From an optimization exercise on the open Yosys and OpenROAD flow, aimed at small area, a short achievable clock period and few clock cycles; shortcuts taken in it are not production practice.
RTL that was checked went through simulation tests only; none was proved equivalent to the original.
Only the layout flow was run in run 3; the RTL was not checked for function there.
Power and IR drop assume default switching activity.

[design/flow/config.mk]
export PLATFORM = sky130hd
export DESIGN_NAME = wzwave_fbs
export DESIGN_NICKNAME = wzwave_fbs
export VERILOG_FILES = /design/flow/design.v
export SDC_FILE = /design/flow/constraint.sdc
export NUM_CORES = 4
export LEC_CHECK = 0
export ABC_AREA = 1
export CAP_MARGIN = 20
export CORE_MARGIN = 2
export CORE_UTILIZATION = 40
export CTS_CLUSTER_DIAMETER = 60
export CTS_CLUSTER_SIZE = 24
export SLEW_MARGIN = 20
export SYNTH_HIERARCHICAL = 1
[design/flow/constraint.sdc]
create_clock -name core_clock -period 10.0 [get_ports {clk}]
set_input_delay 2.0000 -clock core_clock [delete_from_list [all_inputs] [get_ports {clk}]]
set_output_delay 2.0000 -clock core_clock [all_outputs]
set_load 0.01 [all_outputs]
[design/flow/design.v]
module wzwave_fbs (
    input  wire        clk,
    input  wire        rst,
    input  wire        in_valid,
    input  wire [7:0]  in_data,
    output wire        in_ready,
    output wire        out_valid,
    input  wire        out_ready,
    output wire        out_hdr,
    output wire        out_last,
    output wire [3:0]  out_type,
    output wire [71:0] out_data
);
    localparam integer KB = 1;                
    localparam [3:0] C_CTL  = 4'd0,  C_MIS  = 4'd1,  C_BAD  = 4'd2,  C_MAL  = 4'd3,
                     C_VER  = 4'd4,  C_MEM  = 4'd5,  C_SUC  = 4'd6,  C_INIT = 4'd7,
                     C_NPI  = 4'd8,  C_SEND = 4'd9,  C_RNI  = 4'd10, C_UPD  = 4'd11,
                     C_ROUT = 4'd12, C_CMD  = 4'd13, C_OPQ  = 4'd14, C_SCB  = 4'd15;
    localparam [3:0] A_NOP = 4'd0, A_LEN = 4'd1, A_SH0 = 4'd2, A_SH  = 4'd3,
                     A_SHP = 4'd4, A_HDR = 4'd6, A_DAT = 4'd7,
                     A_MSK = 4'd8, A_XOR = 4'd9;
    function [1:0] off0(input [3:0] code);
        case (code)
            C_SUC, C_SEND, C_RNI, C_SCB, C_MEM, C_INIT, C_ROUT: off0 = 2'd3;
            default: off0 = 2'd0;
        endcase
    endfunction
    reg  [7:0]    T;
    reg  [2047:0] ring;
    wire          we;
    wire [7:0]    wd;
    reg  [7:0]    sel;
    always @(posedge clk) begin
        if (rst) T <= 8'd0;
        else     T <= T + 8'd1;
        ring <= {ring[2039:0], we ? wd : ring[2047:2040]};
    end
    wire [7:0] amask   = (8'd1 << KB) - 8'd1;
    wire [7:0] rdat    = ring[{sel & ~amask, 3'b000} +: 8];
    wire       aligned = ((sel & amask) == 8'd0);
    reg  [7:0] b, sk;
    reg        bv, skv;
    wire       take;
    reg        irdy;          
    assign in_ready = irdy;
    wire in_fire = in_valid & ~skv;
    always @(posedge clk) begin
        irdy <= rst || !((take || !bv) ? 1'b0 : (skv || in_fire));
        if (rst) begin
            bv  <= 1'b0;
            skv <= 1'b0;
        end else if (take || !bv) begin
            if (skv) begin
                b   <= sk;
                bv  <= 1'b1;
                skv <= 1'b0;
            end else begin
                b   <= in_data;
                bv  <= in_fire;
            end
        end else if (in_fire) begin
            sk  <= in_data;
            skv <= 1'b1;
        end
    end
    reg  [11:0] qm [0:11];
    reg  [3:0]  qwp, qrp, qrp1;
    reg  [4:0]  qn;
    wire        qpush, qpop;
    wire [11:0] qin;
    wire        qfull = (qn == 5'd12);
    wire        qne   = (qn != 5'd0);
    wire [3:0]  qh_code = qm[qrp][11:8];
    wire [7:0]  qh_s    = qm[qrp][7:0];
    reg  [7:0]  hs0, hs3;  
    wire [4:0] qn_p1 = qn + 5'd1;
    wire [4:0] qn_m1 = qn - 5'd1;
    wire [4:0] qn_nx;
    wzwave_fbs_sel3 #(.W(5)) u_qn (.s1(qpush && !qpop), .a(qn_p1), .s2(qpop && !qpush),
                                  .b(qn_m1), .c(qn), .y(qn_nx));
    always @(posedge clk) begin
        if (rst) begin
            qn   <= 5'd0;
            qwp  <= 4'd0;
            qrp  <= 4'd0;
            qrp1 <= 4'd1;
        end else begin
            qn <= qn_nx;
            if (qpush) qwp <= (qwp == 4'd11) ? 4'd0 : qwp + 4'd1;
            if (qpop) begin
                qrp  <= qrp1;
                qrp1 <= (qrp1 == 4'd11) ? 4'd0 : qrp1 + 4'd1;
            end
        end
        if (qpush) qm[qwp] <= qin;
    end
    localparam [1:0] R_HUNT = 2'd0, R_SOF = 2'd1, R_BODY = 2'd2;
    reg  [1:0] rx;
    reg  [7:0] acc, rs, wa;
    reg  [1:0] rph;
    reg        d0, d1;
    reg  [3:0] kcode;
    reg        kmal;
    reg        al;           
    reg        blk;          
    reg        livec;
    reg  [7:0] agec;         
    reg  [7:0] Hr;           
    reg        liver;
    wire is_mark = (b == 8'h06) || (b == 8'h15) || (b == 8'h18);
    wire is_sof  = (b == 8'h01);
    wire lt3     = (b < 8'd3);
    reg  [7:0] rrem;
    wire blast   = (rrem == 8'd0);
    wire room    = !livec || (b <= ~agec);
    reg  t_ok;
    always @(*) begin
        case (rx)
            R_HUNT:  t_ok = is_mark ? (!blk && !qfull) : 1'b1;
            R_SOF:   t_ok = !blk && !qfull && (lt3 || room);
            default: t_ok = al && !blk;
        endcase
    end
    assign take = bv && t_ok;
    assign we   = take && ((rx == R_HUNT && is_mark) || rx == R_SOF || rx == R_BODY);
    assign wd   = b;
    assign qpush = take && ((rx == R_HUNT && is_mark) || (rx == R_SOF && lt3) ||
                            (rx == R_BODY && blast));
    reg  [3:0] k_code;
    reg  [7:0] k_nmin;
    always @(*) begin
        k_code = C_OPQ;
        k_nmin = 8'd0;
        if (d1) begin
            case (b)
                8'h15: begin k_code = C_VER;  k_nmin = 8'd1;  end
                8'h20: begin k_code = C_MEM;  k_nmin = 8'd5;  end
                8'h56: begin k_code = C_SUC;  k_nmin = 8'd1;  end
                8'h02: begin k_code = C_INIT; k_nmin = 8'd32; end
                8'h41: begin k_code = C_NPI;  k_nmin = 8'd5;  end
                8'h13: begin k_code = C_SEND; k_nmin = 8'd1;  end
                8'h60: begin k_code = C_RNI;  k_nmin = 8'd1;  end
                8'h80: begin k_code = C_ROUT; k_nmin = 8'd29; end
                default: ;
            endcase
        end else if (d0) begin
            case (b)
                8'h13: begin k_code = C_SCB;  k_nmin = 8'd2;  end
                8'h49: begin k_code = C_UPD;  k_nmin = 8'd2;  end
                8'h04: begin k_code = C_CMD;  k_nmin = 8'd3;  end
                default: ;
            endcase
        end
    end
    wire       cks_bad = (acc != b);
    wire [3:0] body_code = cks_bad ? C_MIS : kmal ? C_MAL : kcode;
    reg  [3:0] f_code;
    always @(*) begin
        if (rx == R_HUNT)       f_code = C_CTL;
        else if (rx == R_SOF)   f_code = C_BAD;
        else                    f_code = body_code;
    end
    assign qin = {f_code, (rx == R_BODY) ? rs : T};
    always @(posedge clk) begin
        if (rst) begin
            rx <= R_HUNT;
        end else if (take) begin
            case (rx)
                R_HUNT: if (is_sof) rx <= R_SOF;
                R_SOF:  rx <= lt3 ? (is_sof ? R_SOF : R_HUNT) : R_BODY;
                default: if (blast) rx <= R_HUNT;
            endcase
        end
    end
    always @(posedge clk) begin
        if (take && rx == R_SOF) begin
            rph  <= 2'd0;
            rrem <= b - 8'd1;
            acc  <= ~b;
            rs   <= T;
        end
        if (take && rx == R_BODY) begin
            if (rph != 2'd2) rph <= rph + 2'd1;
            rrem <= rrem - 8'd1;
            acc  <= acc ^ b;
            if (rph == 2'd0) begin
                d0 <= (b == 8'h00);
                d1 <= (b == 8'h01);
            end
            if (rph == 2'd1) begin
                kcode <= k_code;
                kmal  <= rrem <= k_nmin;
            end
        end
    end
    reg        i_v;
    reg  [3:0] i_code;
    reg  [7:0] i_s;
    reg        i_ph;          
    reg        i_last;        
    reg        i_rd;          
    reg  [2:0] i_h;
    reg  [7:0] i_k, i_end;
    reg  [7:0] rq;
    reg        tq_v;
    reg  [3:0] tq_act;
    reg        tq_nf;         
    reg        tq_msk;
    reg  [3:0] tq_code;
    reg        tq_last;
    reg  [4:0] tq_j;
    reg  [7:0] e_L;
    reg  [7:0] cacc;
    reg  [7:0] pd;
    reg  [7:0] cm;
    reg        cmv, cm_le1, pendh, fin;
    reg         o_valid, o_hdr, o_last;
    reg  [3:0]  o_type;
    reg  [65:0] od;
    reg  [31:0] as;           
    wire        ofree = !o_valid || out_ready;
    reg  [7:0] i_L;           
    reg  [3:0] s_act;
    reg  [4:0] s_j;
    always @(*) begin
        s_act  = A_NOP;
        s_j    = i_k[4:0];
        if (!i_ph) begin
            case (i_code)
                C_CTL, C_BAD, C_SUC, C_SEND, C_RNI: s_act = A_HDR;
                C_SCB:  s_act = (i_h == 3'd0) ? A_SH0 : A_HDR;
                C_MEM:  s_act = (i_h == 3'd0) ? A_SH0 : (i_h == 3'd4) ? A_HDR : A_SH;
                C_INIT: s_act = (i_h == 3'd0) ? A_SH0 : (i_h == 3'd2) ? A_SHP : A_SH;
                C_ROUT: begin s_act = A_MSK; s_j = 5'd0; end
                C_UPD:  s_act = (i_h == 3'd0) ? A_LEN : (i_h == 3'd1) ? A_SH0 : A_HDR;
                C_CMD:  s_act = (i_h == 3'd0) ? A_LEN : (i_h == 3'd1) ? A_SH0 :
                                (i_h == 3'd2) ? A_SH : A_HDR;
                C_OPQ:  s_act = (i_h == 3'd0) ? A_LEN : (i_h == 3'd1) ? A_SH0 : A_HDR;
                C_VER:  s_act = (i_h == 3'd0) ? A_LEN : (i_h == 3'd1) ? A_NOP : A_HDR;
                C_NPI:  s_act = (i_h == 3'd0) ? A_LEN : (i_h == 3'd1) ? A_SH0 :
                                (i_h == 3'd5) ? A_HDR : A_SH;
                C_MIS:  s_act = A_LEN;
                C_MAL:  s_act = (i_h == 3'd0) ? A_LEN : (i_h == 3'd1) ? A_SH0 : A_HDR;
                default: s_act = A_NOP;
            endcase
        end else begin
            case (i_code)
                C_INIT, C_ROUT: s_act = A_MSK;
                C_MIS:          s_act = i_last ? A_HDR : A_XOR;
                default:        s_act = A_DAT;
            endcase
        end
    end
    reg        n_ph;
    reg  [2:0] n_h;
    reg  [7:0] n_k, n_end;
    reg        n_last, n_rd;
    reg  [7:0] s_dsel;
    always @(*) begin
        n_ph   = i_ph;
        n_h    = i_h + 3'd1;
        n_k    = i_k + 8'd1;
        n_end  = i_end;
        n_rd   = 1'b1;
        s_dsel = 8'd0;
        n_last = (i_code == C_MIS) ? (i_k + 8'd1 == i_L - 8'd1) : (i_k + 8'd1 == i_end);
        if (!i_ph) begin
            n_k    = 8'd0;
            n_last = 1'b0;
            case (i_code)
                C_SCB: n_last = 1'b1;
                C_MEM: n_last = (i_h == 3'd3);
                C_INIT: if (i_h == 3'd2) begin n_ph = 1'b1; n_end = 8'd28; end
                C_ROUT: begin n_ph = 1'b1; n_k = 8'd1; n_end = 8'd28; end
                C_UPD: begin
                    if (i_h == 3'd0) s_dsel = 8'hFE;                     
                    if (i_h == 3'd1) n_last = (i_L == 8'd5);
                    if (i_h == 3'd2) begin
                        n_ph = 1'b1; n_end = i_L - 8'd6; n_last = (i_L == 8'd6);
                    end
                end
                C_CMD: begin
                    if (i_h == 3'd0) s_dsel = 8'hFE;
                    if (i_h == 3'd2) n_last = (i_L == 8'd6);
                    if (i_h == 3'd3) begin
                        n_ph = 1'b1; n_end = i_L - 8'd7; n_last = (i_L == 8'd7);
                    end
                end
                C_OPQ: begin
                    if (i_h == 3'd1) n_last = (i_L == 8'd3);
                    if (i_h == 3'd2) begin
                        n_ph = 1'b1; n_end = i_L - 8'd4; n_last = (i_L == 8'd4);
                    end
                end
                C_VER: begin
                    if (i_h == 3'd0) begin s_dsel = 8'd1; n_rd = 1'b0; end  
                    if (i_h == 3'd1) begin                               
                        s_dsel = 8'd2 - i_L;
                        n_last = (i_L == 8'd4);
                    end
                    if (i_h == 3'd2) begin                               
                        n_ph = 1'b1; n_end = i_L - 8'd5; n_last = (i_L == 8'd5);
                        s_dsel = i_L - 8'd3;
                    end
                end
                C_NPI: begin
                    if (i_h == 3'd0) s_dsel = 8'hFE;                     
                    if (i_h == 3'd2) s_dsel = 8'd8 - i_L;                
                    n_last = (i_h == 3'd4);
                end
                C_MIS: n_ph = 1'b1;
                C_MAL: n_last = (i_h == 3'd1);
                default: ;
            endcase
        end
    end
    wire [7:0] m      = cmv ? cm : rq;
    wire       m_nz   = (m != 8'd0);
    wire       rq_le1 = ((rq & (rq - 8'd1)) == 8'd0);
    wire       m_le1  = cmv ? cm_le1 : rq_le1;
    reg  [2:0] m_i;
    always @(*) begin
        casez (m)
            8'b???????1: m_i = 3'd0;
            8'b??????10: m_i = 3'd1;
            8'b?????100: m_i = 3'd2;
            8'b????1000: m_i = 3'd3;
            8'b???10000: m_i = 3'd4;
            8'b??100000: m_i = 3'd5;
            8'b?1000000: m_i = 3'd6;
            default:     m_i = 3'd7;
        endcase
    end
    wire [7:0] m_rest  = m & (m - 8'd1);
    wire       mr_le1  = ((m_rest & (m_rest - 8'd1)) == 8'd0);
    wire       rfirst  = (tq_code == C_ROUT) && (tq_j == 5'd0) && !cmv;
    wire c_go = fin ? !tq_v : (!tq_v || tq_nf || !tq_msk || m_le1);
    wire c_st = fin ? !tq_v : (!tq_v || tq_nf);
    wire c_done = ofree ? c_go : c_st;
    reg        t2_v;
    reg  [7:0] rq2;
    reg  [3:0] t2_act, t2_code;
    reg        t2_nf, t2_msk, t2_last;
    reg  [4:0] t2_j;
    wire froom = !(tq_v && t2_v);
    wire ifire = i_v && (i_rd ? (froom && aligned) : 1'b1);
    wire push  = ifire && i_rd;
    wire inext = !i_v || (ifire && i_last);                
    assign qpop = inext && qne;
    wire hmove = !tq_v || c_done;                           
    wire [3:0] s_nfx = {(s_act == A_NOP) || (s_act == A_LEN) || (s_act == A_XOR) ||
                        (s_act == A_SH0) || (s_act == A_SH), (s_act == A_MSK), 2'b00};
    function first_last(input [3:0] code);
        case (code)
            C_CTL, C_BAD, C_SUC, C_SEND, C_RNI: first_last = 1'b1;
            default: first_last = 1'b0;
        endcase
    endfunction
    wire [7:0] sel_f = sel + s_dsel;
    wire [7:0] sel_h = sel + 8'd1;
    wire [7:0] sel_n = (off0(qh_code) == 2'd3) ? hs3 : hs0;
    wire [7:0] sel_nx;
    wzwave_fbs_sel3 #(.W(8)) u_sel (.s1(inext), .a(sel_n), .s2(ifire), .b(sel_f),
                                   .c(sel_h), .y(sel_nx));
    always @(posedge clk) begin
        sel <= sel_nx;
        if (ifire && s_act == A_LEN) i_L <= rdat;
        if (rst) begin
            tq_v <= 1'b0;
            t2_v <= 1'b0;
        end else if (hmove) begin
            if (t2_v) begin
                rq      <= rq2;
                tq_v    <= 1'b1;
                tq_act  <= t2_act;
                tq_nf   <= t2_nf;
                tq_msk  <= t2_msk;
                tq_code <= t2_code;
                tq_last <= t2_last;
                tq_j    <= t2_j;
            end else begin
                rq      <= rdat;
                tq_v    <= push;
                tq_act  <= s_act;
                tq_nf   <= s_nfx[3];
                tq_msk  <= s_nfx[2];
                tq_code <= i_code;
                tq_last <= i_last;
                tq_j    <= s_j;
            end
            t2_v <= t2_v && push;
        end else if (push) begin
            t2_v <= 1'b1;
        end
        if ((hmove && t2_v) || (!hmove && push)) begin
            rq2     <= rdat;
            t2_act  <= s_act;
            t2_nf   <= s_nfx[3];
            t2_msk  <= s_nfx[2];
            t2_code <= i_code;
            t2_last <= i_last;
            t2_j    <= s_j;
        end
        if (rst)
            i_v <= 1'b0;
        else if (inext)
            i_v <= qne;
        begin
            if (inext) begin
                i_code <= qh_code;
                i_s    <= qh_s;
                i_ph   <= 1'b0;
                i_h    <= 3'd0;
                i_k    <= 8'd0;
                i_last <= first_last(qh_code);
                i_rd   <= 1'b1;
            end else if (ifire) begin
                i_ph   <= n_ph;
                i_h    <= n_h;
                i_k    <= n_k;
                i_end  <= n_end;
                i_last <= n_last;
                i_rd   <= n_rd;
            end
        end
    end
    wire [7:0] qin_s   = (rx == R_BODY) ? rs : T;
    wire [7:0] qn1_s   = qm[qrp1][7:0];
    wire       hs_a = qpop && (qn >= 5'd2);
    wire       hs_b = (qpop && (qn == 5'd1)) || !qne;
    wire [7:0] hs0_nx, hs3_nx;
    wzwave_fbs_sel3 #(.W(8)) u_hs0 (.s1(hs_a), .a(T + 8'd1 - qn1_s), .s2(hs_b),
                                   .b(T + 8'd1 - qin_s), .c(hs0 + 8'd1), .y(hs0_nx));
    wzwave_fbs_sel3 #(.W(8)) u_hs3 (.s1(hs_a), .a(T - 8'd2 - qn1_s), .s2(hs_b),
                                   .b(T - 8'd2 - qin_s), .c(hs3 + 8'd1), .y(hs3_nx));
    always @(posedge clk) begin
        hs0 <= hs0_nx;
        hs3 <= hs3_nx;
    end
    function [7:0] nmin_of(input [7:0] dir, input [7:0] fc);
        begin
            nmin_of = 8'd0;
            if (dir == 8'h01) begin
                case (fc)
                    8'h15, 8'h56, 8'h13, 8'h60: nmin_of = 8'd1;
                    8'h20, 8'h41: nmin_of = 8'd5;
                    8'h02: nmin_of = 8'd32;
                    8'h80: nmin_of = 8'd29;
                    default: ;
                endcase
            end else if (dir == 8'h00) begin
                case (fc)
                    8'h13, 8'h49: nmin_of = 8'd2;
                    8'h04: nmin_of = 8'd3;
                    default: ;
                endcase
            end
        end
    endfunction
    wire [7:0] b0 = as[31:24];
    wire [7:0] b1 = as[23:16];
    wire [1:0] tier = b0[5:4];
    reg  [65:0] hfmt;
    always @(*) begin
        hfmt = 66'd0;
        case (tq_code)
            C_MIS:  hfmt[23:0] = {cacc, rq, e_L};
            C_MAL:  hfmt[31:0] = {nmin_of(as[7:0], rq), e_L - 8'd3, rq, as[7:0]};
            C_MEM:  hfmt[39:0] = {rq, as[31:0]};
            C_SUC:  hfmt[8:0]  = {(rq != 8'd0), rq};
            C_NPI: begin
                hfmt[65:42] = {rq, as[7:0], as[15:8]};
                hfmt[7:0]   = b0;
                hfmt[15:8]  = b1;
                hfmt[16]    = b0[7];
                hfmt[18:17] = tier;
                hfmt[21:19] = b0[2:0];
                hfmt[22]    = b1[3];
                hfmt[23]    = b1[4];
                hfmt[24]    = b1[0];
                hfmt[25]    = !tier[1];
                hfmt[41:26] = (tier == 2'd0) ? 16'd9600 : (tier == 2'd1) ? 16'd40000 : 16'd0;
            end
            C_SEND: begin hfmt[7:0] = rq; hfmt[24] = 1'b1; end
            C_SCB:  begin hfmt[23:8] = {rq, as[7:0]}; hfmt[25] = 1'b1; end
            C_RNI:  hfmt[8:0] = {(rq == 8'h01), rq};
            C_UPD, C_OPQ: hfmt[15:0] = {rq, as[7:0]};
            C_CMD:  hfmt[23:0] = {rq, as[7:0], as[15:8]};
            default: hfmt[7:0] = rq;
        endcase
    end
    wire [3:0] tq_type = (tq_code == C_SCB) ? C_SEND : tq_code;
    always @(posedge clk) begin
        if (rst) begin
            fin     <= 1'b0;
            cmv     <= 1'b0;
            pendh   <= 1'b0;
        end else begin
            if (fin) begin
                if (ofree) begin
                    o_last  <= 1'b1;
                    o_hdr   <= pendh;
                    if (!pendh) od <= {58'd0, pd + 8'd1};
                    pendh   <= 1'b0;
                    fin     <= 1'b0;
                end
            end else if (tq_v) begin
                case (tq_act)
                    A_LEN: begin e_L <= rq; cacc <= ~rq; end
                    A_XOR: cacc <= cacc ^ rq;
                    A_SH0: as <= {24'd0, rq};
                    A_SH:  as <= {as[23:0], rq};
                    A_SHP: if (ofree) begin
                        od     <= {42'd0, rq, as[7:0], as[15:8]};
                        pendh  <= 1'b1;
                        o_type <= tq_type;
                    end
                    A_HDR: if (ofree) begin
                            o_hdr   <= 1'b1;
                        o_last  <= tq_last;
                        o_type  <= tq_type;
                        od      <= hfmt;
                    end
                    A_DAT: if (ofree) begin
                            o_hdr   <= 1'b0;
                        o_last  <= tq_last;
                        o_type  <= tq_type;
                        od      <= {58'd0, rq};
                    end
                    A_MSK: if (ofree) begin
                        o_type <= tq_type;
                        if (rfirst) begin
                            od    <= 66'd0;
                            pendh <= 1'b1;
                        end
                        if (m_nz) begin
                                    o_last  <= 1'b0;
                            o_hdr   <= pendh || rfirst;
                            if (!(pendh || rfirst)) od <= {58'd0, pd + 8'd1};
                            pendh   <= 1'b0;
                            pd      <= {tq_j, m_i};
                            if (m_le1) begin
                                cmv <= 1'b0;
                                fin <= tq_last;
                            end else begin
                                cm     <= m_rest;
                                cm_le1 <= mr_le1;
                                cmv    <= 1'b1;
                            end
                        end else begin
                            fin <= tq_last;
                        end
                    end
                    default: ;
                endcase
            end
        end
    end
    wire emit = ofree && (fin || (tq_v && ((tq_act == A_HDR) || (tq_act == A_DAT) ||
                                           ((tq_act == A_MSK) && m_nz))));
    wire ov_n = emit || (o_valid && !out_ready);
    reg  onv;                 
    always @(posedge clk) begin
        o_valid <= !rst && ov_n;
        onv     <= rst || !ov_n;
    end
    assign out_valid = ~onv;
    assign out_hdr   = o_hdr;
    assign out_last  = o_last;
    assign out_type  = o_type;
    assign out_data  = {6'd0, od};
    wire       live = i_v || qne || (rx == R_BODY);
    wire [7:0] H    = i_v ? i_s : qne ? qh_s : rs;
    wire [7:0] T1   = T + 8'd1;
    wire       livep = liver || we;
    always @(posedge clk) begin
        if (rst) begin
            blk   <= 1'b0;
            livec <= 1'b0;
            liver <= 1'b0;
            al    <= 1'b0;
        end else begin
            liver <= live;
            Hr    <= live ? H : T;
            if (we) begin
                wa    <= T1;
                al    <= 1'b1;
                blk   <= liver && (T1 == Hr);
                agec  <= liver ? (T1 - Hr) : 8'd1;
                livec <= 1'b1;
            end else begin
                al    <= (T1 == wa);
                blk   <= liver && (((T1 - Hr) < (wa - Hr)) || (wa == Hr));
                agec  <= T1 - Hr;
                livec <= liver;
            end
        end
    end
endmodule
module wzwave_fbs_sel3 #(parameter integer W = 8) (
    input  wire         s1,
    input  wire [W-1:0] a,
    input  wire         s2,
    input  wire [W-1:0] b,
    input  wire [W-1:0] c,
    output wire [W-1:0] y
);
    assign y = s1 ? a : s2 ? b : c;
endmodule
[design/flow/flow/run.sh]
#!/bin/bash
# The standard layout (the standard.sh: ORFS synthesis through finish) with a
# tighter timing-repair target: repair_timing aims at a setup slack of
# SETUP_SLACK_MARGIN ns at the design's clock period, may resize cells across
# footprints, and the port buffers start out as buf_4 cells.
set -euo pipefail
bash standard.sh SETUP_SLACK_MARGIN=6.6 MATCH_CELL_FOOTPRINT=0 \
    "BUFFER_PORTS_ARGS=-buffer_cell sky130_fd_sc_hd__buf_4" finish > standard.log 2>&1
[design/flow/standard.sh]
#!/bin/bash
# synth_recipe.tcl (not shown) runs the flow's synth.tcl, then flattens the netlist and writes it again
# the make line also repeats each setting of config.mk as NAME=value (left out here)
make -C /OpenROAD-flow-scripts/flow DESIGN_CONFIG=/design/flow/config.mk WORK_HOME=/design/flow/orfs CLKGATE_MAP_FILE= SYNTH_SCRIPT=/design/flow/synth_recipe.tcl "${@:-finish}"
==> flow_metrics.env, run 1 <==
export IMPL_p_leak_uw=0.0370
export IMPL_core_area_mm2=0.203
export IMPL_ir_worst_vdd_mv=0.206
export IMPL_grt_pass1_wl_um=297000
export IMPL_tns_ns=0
export IMPL_nets=8292
export IMPL_ctsLongestPathBuffers=3
export IMPL_pin_count=92
export IMPL_hold_end="ring[609]"
export IMPL_grt_overflow=0
export IMPL_cp_top_family="flip-flops"
export IMPL_netlist_instances=8084
export IMPL_path_clk_slew_ns=0.09
export IMPL_track_usage_pct=17.9
export IMPL_vias_per_cell=4.90
export IMPL_post_route_period_util_pct=34.9
export IMPL_rsz0062_at_grt="yes"
export IMPL_post_drt_wl_per_cell_um=17.5
export IMPL_crit_chain="buf_6"
export IMPL_end_kind="output port"
export IMPL_synth_edf_count=428
export IMPL_clock_skew_ns=0.0456
export IMPL_grt_pass1_vias=51700
export IMPL_drt_pass1_iter_count=7
export IMPL_rrSetupSlack_ns=6.64
export IMPL_cts_sink_count=2565
export IMPL_finalSetupViolCount=0
export IMPL_crit_arrival_ns=1.49
export IMPL_run_status="finished clean"
export IMPL_dpl_worst_slack_ns=5.85
export IMPL_drc=0
export IMPL_yosysUniqueCellTypes=58
export IMPL_synth_seq_cells=2565
export IMPL_worstMarginPinSlew_ns=1.12
export IMPL_synth_warnings=7
export IMPL_rr_endpoint="blk"
export IMPL_r2r_cells=17
export IMPL_fillCellCount=18800
export IMPL_fin_ws_ns=6.51
export IMPL_critPathLaunchType="flop"
export IMPL_place_congestion=0.909
export IMPL_top_layer_used="met4"
export IMPL_initial_core_util_pct=40.3
export IMPL_root_buffer="clkbuf_16"
export IMPL_yosysTopAreaCellShare_pct=52.4
export IMPL_rr_startpoint="T[0]"
export IMPL_critPathMaxFanout=2
export IMPL_ctsHoldBuffers=0
export IMPL_synth_top_flop_cell="dfxtp_1"
export IMPL_num_vias=53500
export IMPL_cts_max_level=4
export IMPL_ant_nets=0
export IMPL_synthArstFlopShare_pct=0
export IMPL_synthToLayoutAreaGrowth_pct=11.8
export IMPL_hold_viol=0
export IMPL_slowest_delay_ns=0.50
export IMPL_critical_path_class="flop to output port"
export IMPL_avgSynthCellArea_um2=10.1
export IMPL_hp_start="ring[601]"
export IMPL_fp_dieH_um=456
export IMPL_yosys_area_top_type="dfxtp_1"
export IMPL_critPathBufInv=1
export IMPL_drive_gt1_share_pct=7.46
export IMPL_maxSlewViolCount=0
export IMPL_synth_yosys_seq_area_share_pct=68.2
export IMPL_die_x_um=456
export IMPL_antenna_found_initial=1
export IMPL_grt_max_degree=203
export IMPL_drt_met1_wl_um=91900
export IMPL_wl_um=192000
export IMPL_hp_class="flop to flop"
export IMPL_dp_hpwl_um=117000
export IMPL_rows=165
export IMPL_cts_tree="yes"
export IMPL_clk_latency_ns=0.82
export IMPL_cp_required_ns=8.00
export IMPL_wl_met2_um=85400
export IMPL_ys_top_cells_by_area="dfxtp_1, edfxtp_1, nand2_1"
export IMPL_hold_path_cell_count=0
export IMPL_dr_first_iter_drc_count=4076
export IMPL_fmax_mhz=287
export IMPL_fin_crit_ns=3.49
export IMPL_dieArea_mm2=0.208
export IMPL_drv_cap=0
export IMPL_cts_made_buffers=155
export IMPL_critical_path_slowest_cell="edfxtp_1"
export IMPL_max_slew_margin_rel_pct=24.8
export IMPL_io_buffers=85
export IMPL_p_per_area_mw_per_mm2=282
export IMPL_syn_cell_area_mm2=0.0816
export IMPL_met3_length_um=9210
==> how the worst max path moves through the flow <==
stage	from	to	slack, ns	depth (start not counted)
floorplan	rst	od[0]	5.11	4
global placement	rst	od[51]	5.89	5
detailed placement	rst	od[57]	5.85	5
CTS	od[21]	out_data[21]	6.43	1
global route	T[2]	blk	6.38	19
finish	od[21]	out_data[21]	6.51	1
==> sequential cells by signal, indices dropped and copies added, names as in the netlist, 32 cells and up, named ones only <==
register	flops
ring	2048
as	32
od	66
qm	144
==> layout make-up <==
type                            count  area [um^2]  area share [%]
Sequential cell                  2565        55700            61.0
Multi-Input combinational cell   4613        22500            24.7
Inverter                          563         2190            2.40
Antenna cell                        3         7.51         0.00823
Timing Repair Buffer              258         2400            2.63
Tap cell                         2672         3340            3.67
Timing Repair inverter              1         11.3          0.0123
Clock buffer                      173         4080            4.47
Clock inverter                     75         1010            1.10
==> through the flow <==
step | hold slack [ns] | total power [uW] | cells | utilization (%) | cell area, um^2
after global placement | 0.310 | 18800 | 10600 | 41.8 | 84600
after global routing | 0.296 | 27200 | 10900 | 45.0 | 91200
after CTS | 0.298 | 25800 | 10900 | 44.7 | 90500
after detailed placement | 0.312 | 18900 | 10600 | 41.8 | 84600
after floorplan | 0.310 | 16500 | 8089 | - | 81700
final | 0.307 | 25700 | 10900 | 45.0 | 91200
==> routing by layer <==
layer / up-vias / track usage, %
met5: - / 0
met4: 0 / 5.32
met1: 25400 / 25.5
li1: 26400 / -
met2: 1322 / 28.2
met3: 313 / 2.60
==> logic make-up (layout without fill, tap and decap cells) <==
group | count (synthesis) | in the layout | share of synthesized area, %
buf+inv | 913 | 1070 | 4.62
flops | 2565 | 2565 | 68.2
xor+xnor | 122 | 122 | 1.31
mux | 1 | 1 | 0.0123
fa+ha+maj | 123 | 123 | 1.95
simple gates | 3089 | 3090 | 15.3
other cells | 1 | 9 | 0.00460
compound gates | 1270 | 1271 | 8.58
==> synthesized netlist by cell type, types with 7 or more instances <==
master     count
xor2_1        92
o21ai_0      671
o211ai_1     153
inv_1        539
a21oi_1      283
buf_4         19
fa_1           7
ha_1         116
inv_2         18
a211oi_1       8
o21ai_1       41
a31oi_1       35
nand4_1       44
nand3b_1      10
clkbuf_1     182
nor3_1        50
dfxtp_1     2137
o2111ai_1     10
or2_2         12
o22ai_1       26
buf_1         25
and2_1        13
buf_2        105
nand2_1     1376
edfxtp_1     428
nor2_1      1128
buf_6         19
nand3_1      425
xnor2_1       30
==> worst register-to-register path, cell delays in order, from the launching register on <==
cell	delay [ns]
dfxtp_4	0.42
ha_1	0.22
nand4_1	0.14
nor2_2	0.17
xor2_2	0.23
inv_2	0.11
ha_1	0.33
a21oi_1	0.18
o21ai_0	0.12
a21oi_1	0.19
xor2_1	0.30
ha_1	0.30
a21oi_1	0.17
o21a_1	0.14
a21oi_1	0.08
nand2_1	0.08
inv_1	0.04
nor2_1	0.08
==> cells in the final DEF, fill, tap and decap left out, types with 12 or more instances in the layout <==
cell,instances
a21oi_1,278
a31oi_1,33
and2_1,13
buf_4,165
buf_6,80
clkbuf_16,158
dfxtp_1,2126
edfxtp_1,428
ha_1,112
inv_1,529
inv_2,17
inv_6,15
nand2_1,1372
nand3_1,425
nand4_1,44
nor2_1,1116
nor3_1,46
o211ai_1,153
o21ai_0,658
o21ai_1,48
o22ai_1,26
or2_2,12
xnor2_1,29
xor2_1,91
==> power by group <==
part,leakage [uW],total (uW),switching (uW),internal (uW)
logic,0.0133,7680,5340,2350
registers,0.0212,11200,373,10900
clock network,0.00248,6800,3600,3190
==> timing repair <==
action	CTS	global route
cloned	1	2
setup buffers	52	49
pin swaps	4	9
gates resized for setup	114	73
endpoints found under the setup margin	235	358
Testbench counts, summed over its fixed seeds: cycles 31,867.
==> inputs of run 2 (changes only) <==
--- a/design/flow/config.mk
+++ b/design/flow/config.mk
@@ -5,7 +5,6 @@
 export SDC_FILE = /design/flow/constraint.sdc
 export NUM_CORES = 4
 export LEC_CHECK = 0
-export ABC_AREA = 1
 export CAP_MARGIN = 20
 export CORE_MARGIN = 2
 export CORE_UTILIZATION = 40
==> run 2 against run 1 <==
  * Final cell count decreased by 24%
  * Register-to-register slack about the same
  * Wire length decreased by 13%
  * Die area decreased by 3.6%
  * Largest power group unchanged
==> flow_metrics.env, run 2 <==
export IMPL_rows=162
export IMPL_ir_worst_vdd_mv=0.194
export IMPL_grt_pass1_wl_um=255000
export IMPL_yosys_area_top_type="dfxtp_1"
export IMPL_initial_core_util_pct=40.3
export IMPL_crit_arrival_ns=1.43
export IMPL_dieArea_mm2=0.200
export IMPL_worstMarginPinSlew_ns=0.961
export IMPL_io_buffers=85
export IMPL_ctsHoldBuffers=0
export IMPL_design_area_mm2=0.0891
export IMPL_power_frac_comb_pct=24.1
export IMPL_pwr_share_seq_pct=47.5
export IMPL_largest_reg_flops=2048
export IMPL_max_slew_margin_rel_pct=35.6
export IMPL_regMostFlops="ring"
export IMPL_synthToLayoutAreaGrowth_pct=13.2
export IMPL_synth_yosys_seq_area_share_pct=70.7
export IMPL_syn_cell_area_mm2=0.0787
export IMPL_post_drt_wl_per_cell_um=20.2
export IMPL_synthArstFlopShare_pct=0
export IMPL_reg_top3="ring (2048), qm (144), od (66)"
export IMPL_critical_path_class="flop to output port"
export IMPL_p_leak_uw=0.0329
export IMPL_critical_path_slowest_cell="edfxtp_1"
export IMPL_drc=0
export IMPL_yosysUniqueCellTypes=95
export IMPL_final_common_cell="dfxtp_1"
export IMPL_synth_edf_count=428
export IMPL_cts_sink_count=2565
export IMPL_netlist_instances=5384
export IMPL_run_status="finished clean"
export IMPL_cp_num_cells=1
export IMPL_fmax_mhz=292
export IMPL_placed_cell_area_mm2=0.0820
export IMPL_post_route_period_util_pct=34.3
export IMPL_yosysTopAreaCellShare_pct=54.4
export IMPL_track_usage_pct=16.4
export IMPL_p_sw_share_pct=31.0
export IMPL_clk_latency_ns=0.81
export IMPL_ys_top_cells_by_area="dfxtp_1, edfxtp_1, mux4_2"
export IMPL_dp_hpwl_um=103000
export IMPL_drv_cap=0
export IMPL_slowest_delay_ns=0.46
export IMPL_tns_ns=0
export IMPL_critPathLaunchType="flop"
export IMPL_crit_chain="buf_6"
export IMPL_crit_start="od[52]"
export IMPL_pin_count=92
export IMPL_drive_gt1_share_pct=17.5
export IMPL_core_area_mm2=0.195
export IMPL_synth_warnings=7
export IMPL_p_clk_share_pct=28.3
export IMPL_finalSetupViolCount=0
export IMPL_seqCellArea_mm2=0.0557
export IMPL_fp_dieH_um=448
export IMPL_cts_made_buffers=151
export IMPL_critPathMaxFanout=2
export IMPL_drt_pass1_iter_count=6
export IMPL_path_clk_slew_ns=0.09
export IMPL_p_int_uw=16200
export IMPL_hold_viol=0
export IMPL_cp_top_family="flip-flops"
export IMPL_num_vias=41600
export IMPL_synthTopCellsByCount="dfxtp_1, edfxtp_1, mux4_2"
export IMPL_dr_first_iter_drc_count=3432
export IMPL_grt_pass1_vias=41900
export IMPL_multiInputGateArea_mm2=0.0220
export IMPL_hold_path_cell_count=0
export IMPL_synthMostInstantiatedCell="dfxtp_1"
export IMPL_cts_tree="yes"
export IMPL_fin_crit_ns=3.43
export IMPL_root_buffer="clkbuf_16"
export IMPL_grt_overflow=0
export IMPL_wl_um=167000
export IMPL_antenna_found_initial=7
export IMPL_nets=5694
export IMPL_grt_max_degree=67
export IMPL_hp_class="flop to flop"
export IMPL_rr_startpoint="sel[4]"
export IMPL_p_per_area_mw_per_mm2=263
export IMPL_hp_start="ring[1758]"
export IMPL_final_cell_mix="dfxtp_1, edfxtp_1, mux4_2, nand2_1, nor2_1"
export IMPL_avgSynthCellArea_um2=14.6
export IMPL_clock_skew_ns=0.0354
export IMPL_maxSlewViolCount=0
export IMPL_die_x_um=448
export IMPL_p_sw_uw=7260
export IMPL_rsz0062_at_grt="yes"
export IMPL_vias_per_cell=5.03
export IMPL_synth_top_flop_cell="dfxtp_1"
export IMPL_place_congestion=0.866
export IMPL_cts_max_level=4
export IMPL_ant_nets=0
export IMPL_end_kind="output port"
export IMPL_synth_seq_cells=2565
export IMPL_critPathBufInv=1
export IMPL_cp_required_ns=8.00
export IMPL_ctsLongestPathBuffers=3
export IMPL_fillCellCount=17000
export IMPL_r2r_cells=7
==> run 2: final cells by class <==
cell class	count	area share, %
Clock inverter	67	1.03
Timing Repair Buffer	272	3.10
Clock buffer	174	4.50
Inverter	114	0.496
Tap cell	2624	3.68
Multi-Input combinational cell	2454	24.7
Antenna cell	1	0.00281
Timing Repair inverter	1	0.00562
Sequential cell	2565	62.5
==> run 2: worst paths after layout <==
path                                      to  slack [ns]
worst min register to register    ring[1766]        0.31
worst max register to register         rq[1]        6.65
worst max-delay path            out_data[52]        6.57
worst min-delay path              ring[1766]        0.31
==> run 2: power groups by stage <==
stage                     combinational, uW  clock, uW  sequential, uW
final                                  5660       6640           11100
after CTS                              5550       6800           11200
after detailed placement               4950          0           11500
after global routing                   6100       7180           11200
after floorplan                        3750          0           11200
after global placement                 4940          0           11500
==> run 2: through the flow <==
step                      total power (uW)  setup slack [ns]  hold WS, ns  utilization, %  instances
after global placement               16500              5.06        0.310            42.0       7901
after CTS                            23500              6.51        0.305            45.3       8227
after detailed placement             16500              5.05        0.312            42.0       7901
final                                23400              6.57        0.307            45.6       8272
after floorplan                      15000              5.77        0.310               -       5389
after global routing                 24500              6.50        0.310            45.6       8272
==> run 2: metal layers <==
metal | part of all wire [%] | track usage, % | vias up
met5 | 0 | 0 | -
met4 | 2.5 | 4.70 | 0
met3 | 4.2 | 2.35 | 260
met2 | 46 | 26.2 | 924
met1 | 47 | 23.4 | 20800
li1 | - | - | 19600
==> run 2: kinds of logic after synthesis <==
kind of cell               share of synthesized area [%]
other                                            0.00477
and+or+nand+nor                                     5.45
xor gates and xnor gates                            1.87
buffers and inverters                               2.08
AOI/OAI and AO/OA                                   6.27
DFF                                                 70.7
adders and majority gates                           2.11
muxes                                               11.5
==> run 2: repair_timing <==
| action | in CTS | in global routing |
|---|---|---|
| setup buffers | 77 | 40 |
| cloned | 8 | 4 |
| gates resized for setup | 175 | 80 |
| endpoints found under the setup margin | 359 | 300 |
| pin swaps | 13 | 18 |
==> inputs of run 3 (changes only) <==
--- a/design/flow/design.v
+++ b/design/flow/design.v
@@ -35,8 +35,16 @@
         else     T <= T + 8'd1;
         ring <= {ring[2039:0], we ? wd : ring[2047:2040]};
     end
-    wire [7:0] amask   = (8'd1 << KB) - 8'd1;
-    wire [7:0] rdat    = ring[{sel & ~amask, 3'b000} +: 8];
+    localparam integer NT = 256 >> KB;        
+    wire [7:0]    amask   = (8'd1 << KB) - 8'd1;
+    wire [NT-1:0] tap_oh  = {{(NT-1){1'b0}}, 1'b1} << (sel >> KB);
+    reg  [7:0]    rdat;
+    integer ti;
+    always @(*) begin
+        rdat = 8'd0;
+        for (ti = 0; ti < NT; ti = ti + 1)
+            rdat = rdat | (ring[(ti << KB) * 8 +: 8] & {8{tap_oh[ti]}});
+    end
     wire       aligned = ((sel & amask) == 8'd0);
     reg  [7:0] b, sk;
     reg        bv, skv;
==> run 3 against run 2 <==
  * Still clean
  * Power rose by 5.0%
  * Design area rose by 4.1%
  * Via count rose by 23%
  * Area after synthesis rose by 0.76%
  * Combinational power rose by 16%
  * Largest cell class unchanged
==> flow_metrics.env, run 3 <==
export IMPL_run_status="finished clean"
export IMPL_ir_worst_vdd_mv=0.204
export IMPL_antenna_found_initial=13
export IMPL_fp_dieH_um=449
export IMPL_clk_latency_ns=0.86
export IMPL_dieArea_mm2=0.202
export IMPL_num_vias=51400
export IMPL_grt_pass1_wl_um=364000
export IMPL_dp_hpwl_um=170000
export IMPL_rows=163
export IMPL_critPathMaxFanout=7
export IMPL_maxSlewViolCount=0
export IMPL_crit_arrival_ns=4.09
export IMPL_synth_warnings=7
export IMPL_fmax_mhz=287
export IMPL_grt_max_degree=67
export IMPL_pwr_share_seq_pct=44.9
export IMPL_final_common_cell="dfxtp_1"
export IMPL_pin_count=92
export IMPL_synthTopCellsByCount="dfxtp_1, edfxtp_1, nand2_1"
export IMPL_p_sw_uw=8380
export IMPL_drc=0
export IMPL_cp_required_ns=10.60
export IMPL_syn_cell_area_mm2=0.0793
export IMPL_vias_per_cell=5.63
export IMPL_rr_endpoint="rq[5]"
export IMPL_clock_skew_ns=0.0527
export IMPL_critical_path_slowest_cell="or4_4"
export IMPL_ctsLongestPathBuffers=3
export IMPL_yosysUniqueCellTypes=93
export IMPL_hold_viol=0
export IMPL_grt_pass1_vias=48800
export IMPL_rrSetupSlack_ns=6.51
export IMPL_dr_first_iter_drc_count=6697
export IMPL_power_frac_comb_pct=26.6
export IMPL_root_buffer="clkbuf_16"
export IMPL_r2r_cells=10
export IMPL_ys_top_cells_by_area="dfxtp_1, edfxtp_1, a22oi_1"
export IMPL_post_route_period_util_pct=34.9
export IMPL_rsz0062_at_grt="yes"
export IMPL_synth_yosys_seq_area_share_pct=70.2
export IMPL_largest_reg_flops=2048
export IMPL_synthMostInstantiatedCell="dfxtp_1"
export IMPL_track_usage_pct=24.9
export IMPL_synthToLayoutAreaGrowth_pct=17.0
export IMPL_synthArstFlopShare_pct=0
export IMPL_critical_path_class="flop to flop"
export IMPL_p_clk_share_pct=28.4
export IMPL_cts_tree="yes"
export IMPL_initial_core_util_pct=40.2
export IMPL_drv_cap=0
export IMPL_crit_chain="buf_16, buf_12, nor3b_4, clkbuf_16, a22oi_2, o22ai_1, or4_4, or4_4, or4_4, mux2_4"
export IMPL_crit_path_frequent_cell="or4_4"
export IMPL_max_slew_margin_rel_pct=24.6
export IMPL_drt_pass1_iter_count=8
export IMPL_path_clk_slew_ns=0.09
export IMPL_yosys_area_top_type="dfxtp_1"
export IMPL_crit_path_end="rq[5]"
export IMPL_io_buffers=85
export IMPL_wl_um=262000
export IMPL_cts_sink_count=2565
export IMPL_post_drt_wl_per_cell_um=28.7
export IMPL_cts_max_level=4
export IMPL_finalSetupViolCount=0
export IMPL_yosysTopAreaCellShare_pct=54.0
export IMPL_critPathLaunchType="flop"
export IMPL_netlist_instances=6046
export IMPL_drive_gt1_share_pct=18.3
export IMPL_fin_crit_ns=3.49
export IMPL_crit_start="sel[3]"
export IMPL_end_kind="flop"
export IMPL_ant_nets=0
export IMPL_slowest_delay_ns=0.58
export IMPL_rr_startpoint="sel[3]"
export IMPL_reg_top3="ring (2048), qm (144), od (66)"
export IMPL_grt_overflow=0
export IMPL_synth_top_flop_cell="dfxtp_1"
export IMPL_synth_edf_count=428
export IMPL_p_leak_uw=0.0342
export IMPL_avgSynthCellArea_um2=13.1
export IMPL_tns_ns=0
export IMPL_die_x_um=449
export IMPL_fin_util_pct=47.0
export IMPL_p_sw_share_pct=34.0
export IMPL_synth_seq_cells=2565
export IMPL_place_congestion=0.960
export IMPL_hp_class="flop to flop"
export IMPL_p_int_uw=16200
export IMPL_cts_made_buffers=156
export IMPL_final_cell_mix="dfxtp_1, edfxtp_1, buf_4, nand2_1, a22oi_1"
export IMPL_p_per_area_mw_per_mm2=265
export IMPL_core_area_mm2=0.197
export IMPL_regMostFlops="ring"
export IMPL_worstMarginPinSlew_ns=1.13
export IMPL_nets=6506
## run 3: changes by cell type after synthesis, sizes merged, moves of 20 or more
cell / delta
or4: +27
nand4: +39
nand3: +145
nor3b: +20
nand2: +60
mux4: -260
buf: +31
o22ai: +39
a22oi: +214
clkbuf: +61
a22o: +24
mux2: +71
## run 3: logic make-up after synthesis
group	after synthesis	synth area share, %
AO/OA/AOI/OAI	1169	10.3
XOR/XNOR	166	1.83
adder cells (fa/ha/maj)	121	1.97
buffers and inverters	456	2.50
flip-flops	2565	70.2
multiplexers	311	5.08
other	1	0.00473
AND/OR/NAND/NOR	1257	8.19
## run 3: power groups by stage
| stage | Clock [uW] | Combinational, uW | Sequential (uW) |
|---|---|---|---|
| after detailed placement | 0 | 4960 | 11500 |
| after floorplan | 0 | 3060 | 11100 |
| after global placement | 0 | 4920 | 11400 |
| after global routing | 7490 | 6700 | 11100 |
| after CTS | 7100 | 5790 | 11100 |
| final | 7000 | 6550 | 11100 |
## run 3: cell type report
type	instances	area [um^2]
diodes	5	12.5
clock buffers	171	4040
clock inverters	84	1230
fillers	17400	104000
inverters	108	413
multi-input cells	3034	22900
flip-flops and latches	2565	55700
well taps	2640	3300
repair buffers	510	5120
## run 3: per-layer routing
metal  wire length (um)  share of wire, %  vias up  global-route usage (%)
li1                   -                 -    22500                       -
met1             114000                44    25500                    35.4
met2             112000                43     2643                    37.2
met3              22600               8.6      622                    4.81
met4              12900               4.9        4                    10.2
met5                 17            0.0065        -                       0
## run 3: worst max-delay path, delay by kind of cell, from the launching register on
kind | cells | cell delay (ns)
compound gates | 2 | 0.37
buf+inv | 3 | 0.50
flops | 1 | 0.52
mux | 1 | 0.28
simple gates | 4 | 1.55
## run 3: per-stage QoR
stage	setup WS (ns)	hold slack, ns	power (uW)	cells	cell area (um^2)
floorplan	5.77	0.310	14200	6051	79400
global placement	5.16	0.310	16400	8559	83000
detailed placement	5.14	0.312	16400	8562	83100
CTS	6.41	0.295	23900	8972	90700
global route	6.44	0.314	25300	9113	92700
finish	6.51	0.298	24600	9117	92700
## run 3: worst min-delay path by stage
stage / from / endpoint / slack, ns / depth (start not counted)
after floorplan: ring[1000] / ring[1008] / 0.31 / 0
after detailed placement: ring[1503] / ring[1511] / 0.31 / 0
final: ring[1517] / ring[1525] / 0.30 / 0
after global placement: ring[1674] / ring[1682] / 0.31 / 0
after global routing: ring[1148] / ring[1156] / 0.31 / 0
after CTS: ring[1517] / ring[1525] / 0.29 / 0
## run 3: repair_timing
action,CTS,global route
buffers inserted,146,129
pin swaps,21,58
hold buffers,0,0
cloned,9,11
gates resized for setup,250,164
setup endpoints to repair,407,312
==> inputs of run 4 (changes only) <==
--- a/design/flow/design.v
+++ b/design/flow/design.v
@@ -16,7 +16,7 @@
                      C_VER  = 4'd4,  C_MEM  = 4'd5,  C_SUC  = 4'd6,  C_INIT = 4'd7,
                      C_NPI  = 4'd8,  C_SEND = 4'd9,  C_RNI  = 4'd10, C_UPD  = 4'd11,
                      C_ROUT = 4'd12, C_CMD  = 4'd13, C_OPQ  = 4'd14, C_SCB  = 4'd15;
-    localparam [3:0] A_NOP = 4'd0, A_LEN = 4'd1, A_SH0 = 4'd2, A_SH  = 4'd3,
+    localparam [3:0] A_NOP = 4'd0, A_LEN = 4'd1, A_HW  = 4'd2,
                      A_SHP = 4'd4, A_HDR = 4'd6, A_DAT = 4'd7,
                      A_MSK = 4'd8, A_XOR = 4'd9;
     function [1:0] off0(input [3:0] code);
@@ -35,16 +35,8 @@
         else     T <= T + 8'd1;
         ring <= {ring[2039:0], we ? wd : ring[2047:2040]};
     end
-    localparam integer NT = 256 >> KB;        
-    wire [7:0]    amask   = (8'd1 << KB) - 8'd1;
-    wire [NT-1:0] tap_oh  = {{(NT-1){1'b0}}, 1'b1} << (sel >> KB);
-    reg  [7:0]    rdat;
-    integer ti;
-    always @(*) begin
-        rdat = 8'd0;
-        for (ti = 0; ti < NT; ti = ti + 1)
-            rdat = rdat | (ring[(ti << KB) * 8 +: 8] & {8{tap_oh[ti]}});
-    end
+    wire [7:0] amask   = (8'd1 << KB) - 8'd1;
+    wire [7:0] rdat    = ring[{sel & ~amask, 3'b000} +: 8];
     wire       aligned = ((sel & amask) == 8'd0);
     reg  [7:0] b, sk;
     reg        bv, skv;
@@ -225,30 +217,28 @@
     reg         o_valid, o_hdr, o_last;
     reg  [3:0]  o_type;
     reg  [65:0] od;
-    reg  [31:0] as;           
+    reg  [1:0]  dfl;          
     wire        ofree = !o_valid || out_ready;
     reg  [7:0] i_L;           
     reg  [3:0] s_act;
     reg  [4:0] s_j;
     always @(*) begin
         s_act  = A_NOP;
-        s_j    = i_k[4:0];
+        s_j    = i_ph ? i_k[4:0] : {2'b00, i_h};
         if (!i_ph) begin
             case (i_code)
                 C_CTL, C_BAD, C_SUC, C_SEND, C_RNI: s_act = A_HDR;
-                C_SCB:  s_act = (i_h == 3'd0) ? A_SH0 : A_HDR;
-                C_MEM:  s_act = (i_h == 3'd0) ? A_SH0 : (i_h == 3'd4) ? A_HDR : A_SH;
-                C_INIT: s_act = (i_h == 3'd0) ? A_SH0 : (i_h == 3'd2) ? A_SHP : A_SH;
+                C_SCB:  s_act = (i_h == 3'd0) ? A_HW : A_HDR;
+                C_MEM:  s_act = (i_h == 3'd4) ? A_HDR : A_HW;
+                C_INIT: s_act = (i_h == 3'd2) ? A_SHP : A_HW;
                 C_ROUT: begin s_act = A_MSK; s_j = 5'd0; end
-                C_UPD:  s_act = (i_h == 3'd0) ? A_LEN : (i_h == 3'd1) ? A_SH0 : A_HDR;
-                C_CMD:  s_act = (i_h == 3'd0) ? A_LEN : (i_h == 3'd1) ? A_SH0 :
-                                (i_h == 3'd2) ? A_SH : A_HDR;
-                C_OPQ:  s_act = (i_h == 3'd0) ? A_LEN : (i_h == 3'd1) ? A_SH0 : A_HDR;
+                C_UPD:  s_act = (i_h == 3'd0) ? A_LEN : (i_h == 3'd1) ? A_HW : A_HDR;
+                C_CMD:  s_act = (i_h == 3'd0) ? A_LEN : (i_h == 3'd3) ? A_HDR : A_HW;
+                C_OPQ:  s_act = (i_h == 3'd0) ? A_LEN : (i_h == 3'd1) ? A_HW : A_HDR;
                 C_VER:  s_act = (i_h == 3'd0) ? A_LEN : (i_h == 3'd1) ? A_NOP : A_HDR;
-                C_NPI:  s_act = (i_h == 3'd0) ? A_LEN : (i_h == 3'd1) ? A_SH0 :
-                                (i_h == 3'd5) ? A_HDR : A_SH;
+                C_NPI:  s_act = (i_h == 3'd0) ? A_LEN : (i_h == 3'd5) ? A_HDR : A_HW;
                 C_MIS:  s_act = A_LEN;
-                C_MAL:  s_act = (i_h == 3'd0) ? A_LEN : (i_h == 3'd1) ? A_SH0 : A_HDR;
+                C_MAL:  s_act = (i_h == 3'd0) ? A_LEN : (i_h == 3'd1) ? A_HW : A_HDR;
                 default: s_act = A_NOP;
             endcase
         end else begin
@@ -357,7 +347,7 @@
     assign qpop = inext && qne;
     wire hmove = !tq_v || c_done;                           
     wire [3:0] s_nfx = {(s_act == A_NOP) || (s_act == A_LEN) || (s_act == A_XOR) ||
-                        (s_act == A_SH0) || (s_act == A_SH), (s_act == A_MSK), 2'b00};
+                        1'b0, (s_act == A_MSK), 2'b00};
     function first_last(input [3:0] code);
         case (code)
             C_CTL, C_BAD, C_SUC, C_SEND, C_RNI: first_last = 1'b1;
@@ -445,10 +435,11 @@
         hs0 <= hs0_nx;
         hs3 <= hs3_nx;
     end
-    function [7:0] nmin_of(input [7:0] dir, input [7:0] fc);
+    function [7:0] nmin_of(input [7:0] dir, input other, input [7:0] fc);
         begin
             nmin_of = 8'd0;
-            if (dir == 8'h01) begin
+            if (other) nmin_of = 8'd0;
+            else if (dir == 8'h01) begin
                 case (fc)
                     8'h15, 8'h56, 8'h13, 8'h60: nmin_of = 8'd1;
                     8'h20, 8'h41: nmin_of = 8'd5;
@@ -465,36 +456,68 @@
             end
         end
     endfunction
-    wire [7:0] b0 = as[31:24];
-    wire [7:0] b1 = as[23:16];
-    wire [1:0] tier = b0[5:4];
-    reg  [65:0] hfmt;
+    wire [2:0] th   = tq_j[2:0];
+    wire [1:0] tier = rq[5:4];
+    reg  [65:0] hw;
     always @(*) begin
-        hfmt = 66'd0;
+        hw = od;
         case (tq_code)
-            C_MIS:  hfmt[23:0] = {cacc, rq, e_L};
-            C_MAL:  hfmt[31:0] = {nmin_of(as[7:0], rq), e_L - 8'd3, rq, as[7:0]};
-            C_MEM:  hfmt[39:0] = {rq, as[31:0]};
-            C_SUC:  hfmt[8:0]  = {(rq != 8'd0), rq};
+            C_MIS:  hw = {42'd0, cacc, rq, e_L};
+            C_SUC:  hw = {57'd0, (rq != 8'd0), rq};
+            C_SEND: hw = {41'd0, 1'b1, 16'd0, rq};
+            C_RNI:  hw = {57'd0, (rq == 8'h01), rq};
+            C_SCB: begin
+                if (th == 3'd0) begin hw = 66'd0; hw[25] = 1'b1; hw[15:8] = rq; end
+                else hw[23:16] = rq;
+            end
+            C_MEM: begin
+                case (th)
+                    3'd0: begin hw = 66'd0; hw[31:24] = rq; end
+                    3'd1: hw[23:16] = rq;
+                    3'd2: hw[15:8] = rq;
+                    3'd3: hw[7:0] = rq;
+                    default: hw[39:32] = rq;
+                endcase
+            end
+            C_INIT: begin
+                case (th)
+                    3'd0: hw = {58'd0, rq};
+                    3'd1: hw[15:8] = rq;
+                    default: hw[23:16] = rq;
+                endcase
+            end
+            C_UPD, C_OPQ: begin
+                if (th == 3'd1) hw = {58'd0, rq};
+                else hw[15:8] = rq;
+            end
+            C_CMD: begin
+                case (th)
+                    3'd1: hw = {58'd0, rq};
+                    3'd2: hw[15:8] = rq;
+                    default: hw[23:16] = rq;
+                endcase
+            end
             C_NPI: begin
-                hfmt[65:42] = {rq, as[7:0], as[15:8]};
-                hfmt[7:0]   = b0;
-                hfmt[15:8]  = b1;
-                hfmt[16]    = b0[7];
-                hfmt[18:17] = tier;
-                hfmt[21:19] = b0[2:0];
-                hfmt[22]    = b1[3];
-                hfmt[23]    = b1[4];
-                hfmt[24]    = b1[0];
-                hfmt[25]    = !tier[1];
-                hfmt[41:26] = (tier == 2'd0) ? 16'd9600 : (tier == 2'd1) ? 16'd40000 : 16'd0;
-            end
-            C_SEND: begin hfmt[7:0] = rq; hfmt[24] = 1'b1; end
-            C_SCB:  begin hfmt[23:8] = {rq, as[7:0]}; hfmt[25] = 1'b1; end
-            C_RNI:  hfmt[8:0] = {(rq == 8'h01), rq};
-            C_UPD, C_OPQ: hfmt[15:0] = {rq, as[7:0]};
-            C_CMD:  hfmt[23:0] = {rq, as[7:0], as[15:8]};
-            default: hfmt[7:0] = rq;
+                case (th)
+                    3'd1: begin
+                        hw = {58'd0, rq};
+                        hw[16]    = rq[7];
+                        hw[18:17] = tier;
+                        hw[21:19] = rq[2:0];
+                        hw[25]    = !tier[1];
+                        hw[41:26] = (tier == 2'd0) ? 16'd9600 : (tier == 2'd1) ? 16'd40000 : 16'd0;
+                    end
+                    3'd2: begin hw[15:8] = rq; hw[22] = rq[3]; hw[23] = rq[4]; hw[24] = rq[0]; end
+                    3'd3: hw[49:42] = rq;
+                    3'd4: hw[57:50] = rq;
+                    default: hw[65:58] = rq;
+                endcase
+            end
+            C_MAL: begin
+                if (th == 3'd1) hw = {58'd0, rq};
+                else hw[31:8] = {nmin_of({6'd0, dfl[1]}, !dfl[0] && !dfl[1], rq), e_L - 8'd3, rq};
+            end
+            default: hw = {58'd0, rq};
         endcase
     end
     wire [3:0] tq_type = (tq_code == C_SCB) ? C_SEND : tq_code;
@@ -516,10 +539,12 @@
                 case (tq_act)
                     A_LEN: begin e_L <= rq; cacc <= ~rq; end
                     A_XOR: cacc <= cacc ^ rq;
-                    A_SH0: as <= {24'd0, rq};
-                    A_SH:  as <= {as[23:0], rq};
+                    A_HW: if (ofree) begin
+                        od <= hw;
+                        if (tq_code == C_MAL) dfl <= {(rq == 8'h01), (rq == 8'h00)};
+                    end
                     A_SHP: if (ofree) begin
-                        od     <= {42'd0, rq, as[7:0], as[15:8]};
+                        od     <= hw;
                         pendh  <= 1'b1;
                         o_type <= tq_type;
                     end
@@ -527,7 +552,7 @@
                             o_hdr   <= 1'b1;
                         o_last  <= tq_last;
                         o_type  <= tq_type;
-                        od      <= hfmt;
+                        od      <= hw;
                     end
                     A_DAT: if (ofree) begin
                             o_hdr   <= 1'b0;
--- a/design/flow/flow/run.sh
+++ b/design/flow/flow/run.sh
@@ -4,5 +4,5 @@
 # SETUP_SLACK_MARGIN ns at the design's clock period, may resize cells across
 # footprints, and the port buffers start out as buf_4 cells.
 set -euo pipefail
-bash standard.sh SETUP_SLACK_MARGIN=6.6 MATCH_CELL_FOOTPRINT=0 \
+bash standard.sh SETUP_SLACK_MARGIN=7.0 MATCH_CELL_FOOTPRINT=0 \
     "BUFFER_PORTS_ARGS=-buffer_cell sky130_fd_sc_hd__buf_4" finish > standard.log 2>&1
==> run 4 against run 3 <==
  * Fmax about the same
  * Sequential cell count fell by 30
  * Sequential power about the same
  * Via count is 18% lower
  * Combinational power shrank 9.9%
  * Design area down 2.1%
  * Sequential share of layout area grew 0.34 points
  * Wire length fell by 34%
  * Global-route usage decreased by 8.1 points
  * Register-to-register slack improved by 0.44 ns
  * Non-clock buffer count decreased by 43
  * Largest cell class unchanged
  * Largest power group unchanged
==> flow_metrics.env, run 4 <==
export IMPL_run_status="finished clean"
export IMPL_fin_cells=8285
export IMPL_die_x_um=444
export IMPL_synth_seq_cells=2535
export IMPL_core_area_mm2=0.192
export IMPL_wl_um=172000
export IMPL_synth_edf_count=398
export IMPL_synthMostInstantiatedCell="dfxtp_1"
export IMPL_multiInputGateArea_mm2=0.0226
export IMPL_synth_yosys_seq_area_share_pct=70.7
export IMPL_ys_top_cells_by_area="dfxtp_1, edfxtp_1, mux4_2"
export IMPL_syn_cell_area_mm2=0.0774
export IMPL_final_cell_mix="dfxtp_1, edfxtp_1, mux4_2, buf_4, nand2_1"
export IMPL_nets=5800
export IMPL_seqCellArea_mm2=0.0548
export IMPL_grt_overflow=0
export IMPL_netlist_instances=5296
export IMPL_dp_cells=7720
export IMPL_final_common_cell="dfxtp_1"
export IMPL_critPathLaunchType="flop"
export IMPL_place_congestion=0.872
export IMPL_drive_gt1_share_pct=23.5
export IMPL_root_buffer="clkbuf_16"
export IMPL_critPathBufInv=1
export IMPL_clk_latency_ns=0.82
export IMPL_crit_arrival_ns=1.49
export IMPL_yosys_area_top_type="dfxtp_1"
export IMPL_max_slew_margin_rel_pct=33.7
export IMPL_synthTopCellsByCount="dfxtp_1, edfxtp_1, mux4_2"
export IMPL_rrSetupSlack_ns=6.95
export IMPL_grt_max_degree=83
export IMPL_drc=0
export IMPL_drt_pass1_iter_count=8
export IMPL_io_buffers=85
export IMPL_fin_crit_ns=3.49
export IMPL_track_usage_pct=16.8
export IMPL_grt_pass1_wl_um=257000
export IMPL_critical_path_class="flop to output port"
export IMPL_p_per_area_mw_per_mm2=258
export IMPL_drt_met1_wl_um=82000
export IMPL_cts_tree="yes"
export IMPL_wl_met2_um=78300
export IMPL_maxSlewViolCount=0
export IMPL_synth_top_flop_cell="dfxtp_1"
export IMPL_fp_dieH_um=444
export IMPL_synth_warnings=7
export IMPL_design_area_mm2=0.0908
export IMPL_post_route_period_util_pct=34.9
export IMPL_tns_ns=0
export IMPL_synthArstFlopShare_pct=0
export IMPL_hold_viol=0
export IMPL_fmax_mhz=287
export IMPL_drv_cap=0
export IMPL_dieArea_mm2=0.197
export IMPL_num_vias=42300
export IMPL_rsz0062_at_grt="yes"
export IMPL_critical_path_slowest_cell="edfxtp_1"
export IMPL_post_drt_wl_per_cell_um=20.8
export IMPL_end_kind="output port"
export IMPL_fin_hold_ws_ns=0.317
export IMPL_hp_class="flop to flop"
export IMPL_power_uw=23400
export IMPL_path_clk_slew_ns=0.09
export IMPL_top_layer_used="met4"
export IMPL_grt_pass1_vias=41800
export IMPL_clock_skew_ns=0.0568
export IMPL_p_sw_share_pct=30.5
export IMPL_yosysTopAreaCellShare_pct=55.3
export IMPL_avgSynthCellArea_um2=14.6
export IMPL_cts_max_level=4
export IMPL_cp_top_family="flip-flops"
export IMPL_regMostFlops="ring"
export IMPL_p_clk_share_pct=28.0
export IMPL_largest_reg_flops=2048
export IMPL_dp_hpwl_um=103000
export IMPL_initial_core_util_pct=40.2
export IMPL_met3_length_um=8540
export IMPL_pin_count=92
export IMPL_cp_num_cells=1
export IMPL_ir_worst_vdd_mv=0.201
export IMPL_power_frac_comb_pct=25.2
export IMPL_p_int_uw=16300
export IMPL_yosysUniqueCellTypes=97
export IMPL_placed_cell_area_mm2=0.0808
export IMPL_pwr_share_seq_pct=46.8
export IMPL_p_leak_uw=0.0338
export IMPL_vias_per_cell=5.11
export IMPL_rows=161
export IMPL_slowest_delay_ns=0.50
export IMPL_synthToLayoutAreaGrowth_pct=17.3
export IMPL_p_sw_uw=7130
export IMPL_ctsLongestPathBuffers=3
export IMPL_antenna_found_initial=2
export IMPL_critPathMaxFanout=2
export IMPL_reg_top3="ring (2048), qm (144), od (66)"
export IMPL_ctsHoldBuffers=0
export IMPL_cts_made_buffers=149
export IMPL_ant_nets=0
export IMPL_cp_required_ns=8.00
export IMPL_finalSetupViolCount=0
export IMPL_r2r_cells=18
export IMPL_fillCellCount=16400
export IMPL_cts_sink_count=2535
export IMPL_dr_first_iter_drc_count=3546
export IMPL_worstMarginPinSlew_ns=0.991
export IMPL_hold_path_cell_count=0
export IMPL_crit_chain="buf_6"
[run 4: cell count changes in the layout (fill, tap and decap cells not counted), sizes merged, moves of 19 or more]
cell,before,now
edfxtp,428,398
buf,495,448
a22oi,277,92
and2,57,31
mux2,119,49
mux4,61,314
nand3,201,61
a22o,36,11
o21ai,182,163
nand2,317,260
or4,33,6
a222oi,33,12
o22ai,66,27
nand4,60,23
[run 4: path summary, 6_finish.rpt]
| check | endpoint | startpoint |
|---|---|---|
| min reg2reg | ring[1120] | ring[1112] |
| max | out_data[3] | od[3] |
| max reg2reg | sel[5] | i_L[1] |
| min | ring[1120] | ring[1112] |
[run 4: per-stage QoR]
stage                     utilization [%]  setup slack [ns]
after global placement               42.0              5.70
after global routing                 47.2              6.48
final                                47.2              6.51
after detailed placement             42.0              5.69
after CTS                            46.0              6.48
after floorplan                         -              6.80
[run 4: timing repair]
action | 4_1_cts | 5_1_grt
resized for setup | 297 | 219
setup endpoints to repair | 511 | 427
buffers inserted | 157 | 133
endpoints found under the hold margin | 0 | 0
pin swaps | 56 | 95
gates cloned | 18 | 15
[run 4: layout make-up]
class	instances	share of cell area, %
Clock inverter	62	0.862
Timing Repair Buffer	467	5.34
Tap cell	2526	3.48
Antenna cell	2	0.00551
Multi-Input combinational cell	2408	24.9
Clock buffer	178	4.48
Sequential cell	2535	60.4
Timing Repair inverter	1	0.00551
Inverter	106	0.496
[run 4: layer usage]
metal	global-route usage, %	vias to the layer above
met5	0	-
met4	4.15	0
met3	2.39	237
met2	26.5	1118
met1	24.5	21200
li1	-	19700
[run 4: power by group through the flow]
stage | Clock, uW | Combinational (uW) | Sequential [uW]
global route | 7090 | 6300 | 11000
detailed placement | 0 | 4590 | 11200
finish | 6540 | 5900 | 10900
CTS | 6720 | 5290 | 10900
floorplan | 0 | 3430 | 11000
global placement | 0 | 4560 | 11200
[run 4: cells by family after synthesis]
logic type	count (synthesis)	share of synthesized area [%]
multiplexers	502	11.7
other	1	0.00485
AO/OA/AOI/OAI	750	6.36
adder cells (fa/ha/maj)	124	2.06
buffers and inverters	365	2.06
flip-flops	2535	70.7
XOR/XNOR	170	1.92
AND/OR/NAND/NOR	849	5.21
Testbench counts of run 4, summed over its fixed seeds: cycles 31,867.

## what the ideal ports hide
The flow's constraints put no driver on any port. The routed layouts listed below were extracted and timed again, unchanged, in two steps. Step 1 sets driving cells, clkbuf_16 on the clock port and buf_2 on the other inputs (assumed; they add their load-dependent delay and slew). Step 2 also shifts input and output timing later by t, the mid clock arrival at the registers, as if the neighbouring blocks saw the same clock. Three values: no drivers, after step 1, after step 2; two values: the first two.
run | shift t [ns] | setup WS [ns] | worst data-port slew with drivers (ns) | cell pins on the clock port's net
run 1 | 0.878 | 6.513 / 6.433 / 5.944 | 0.04 | 1
run 2 | 0.877 | 6.571 / 6.491 / 5.904 | 0.07 | 1
run 3 | 0.912 | 6.510 / 6.449 / 5.842 | 0.08 | 1
run 4 | 0.871 | 6.512 / 6.435 / 6.274 | 0.03 | 1
After both steps setup and hold are still met in every run listed. The setup slack of run 3, which loses most, moves by -0.061 ns with the drivers and by -0.668 ns with both steps.
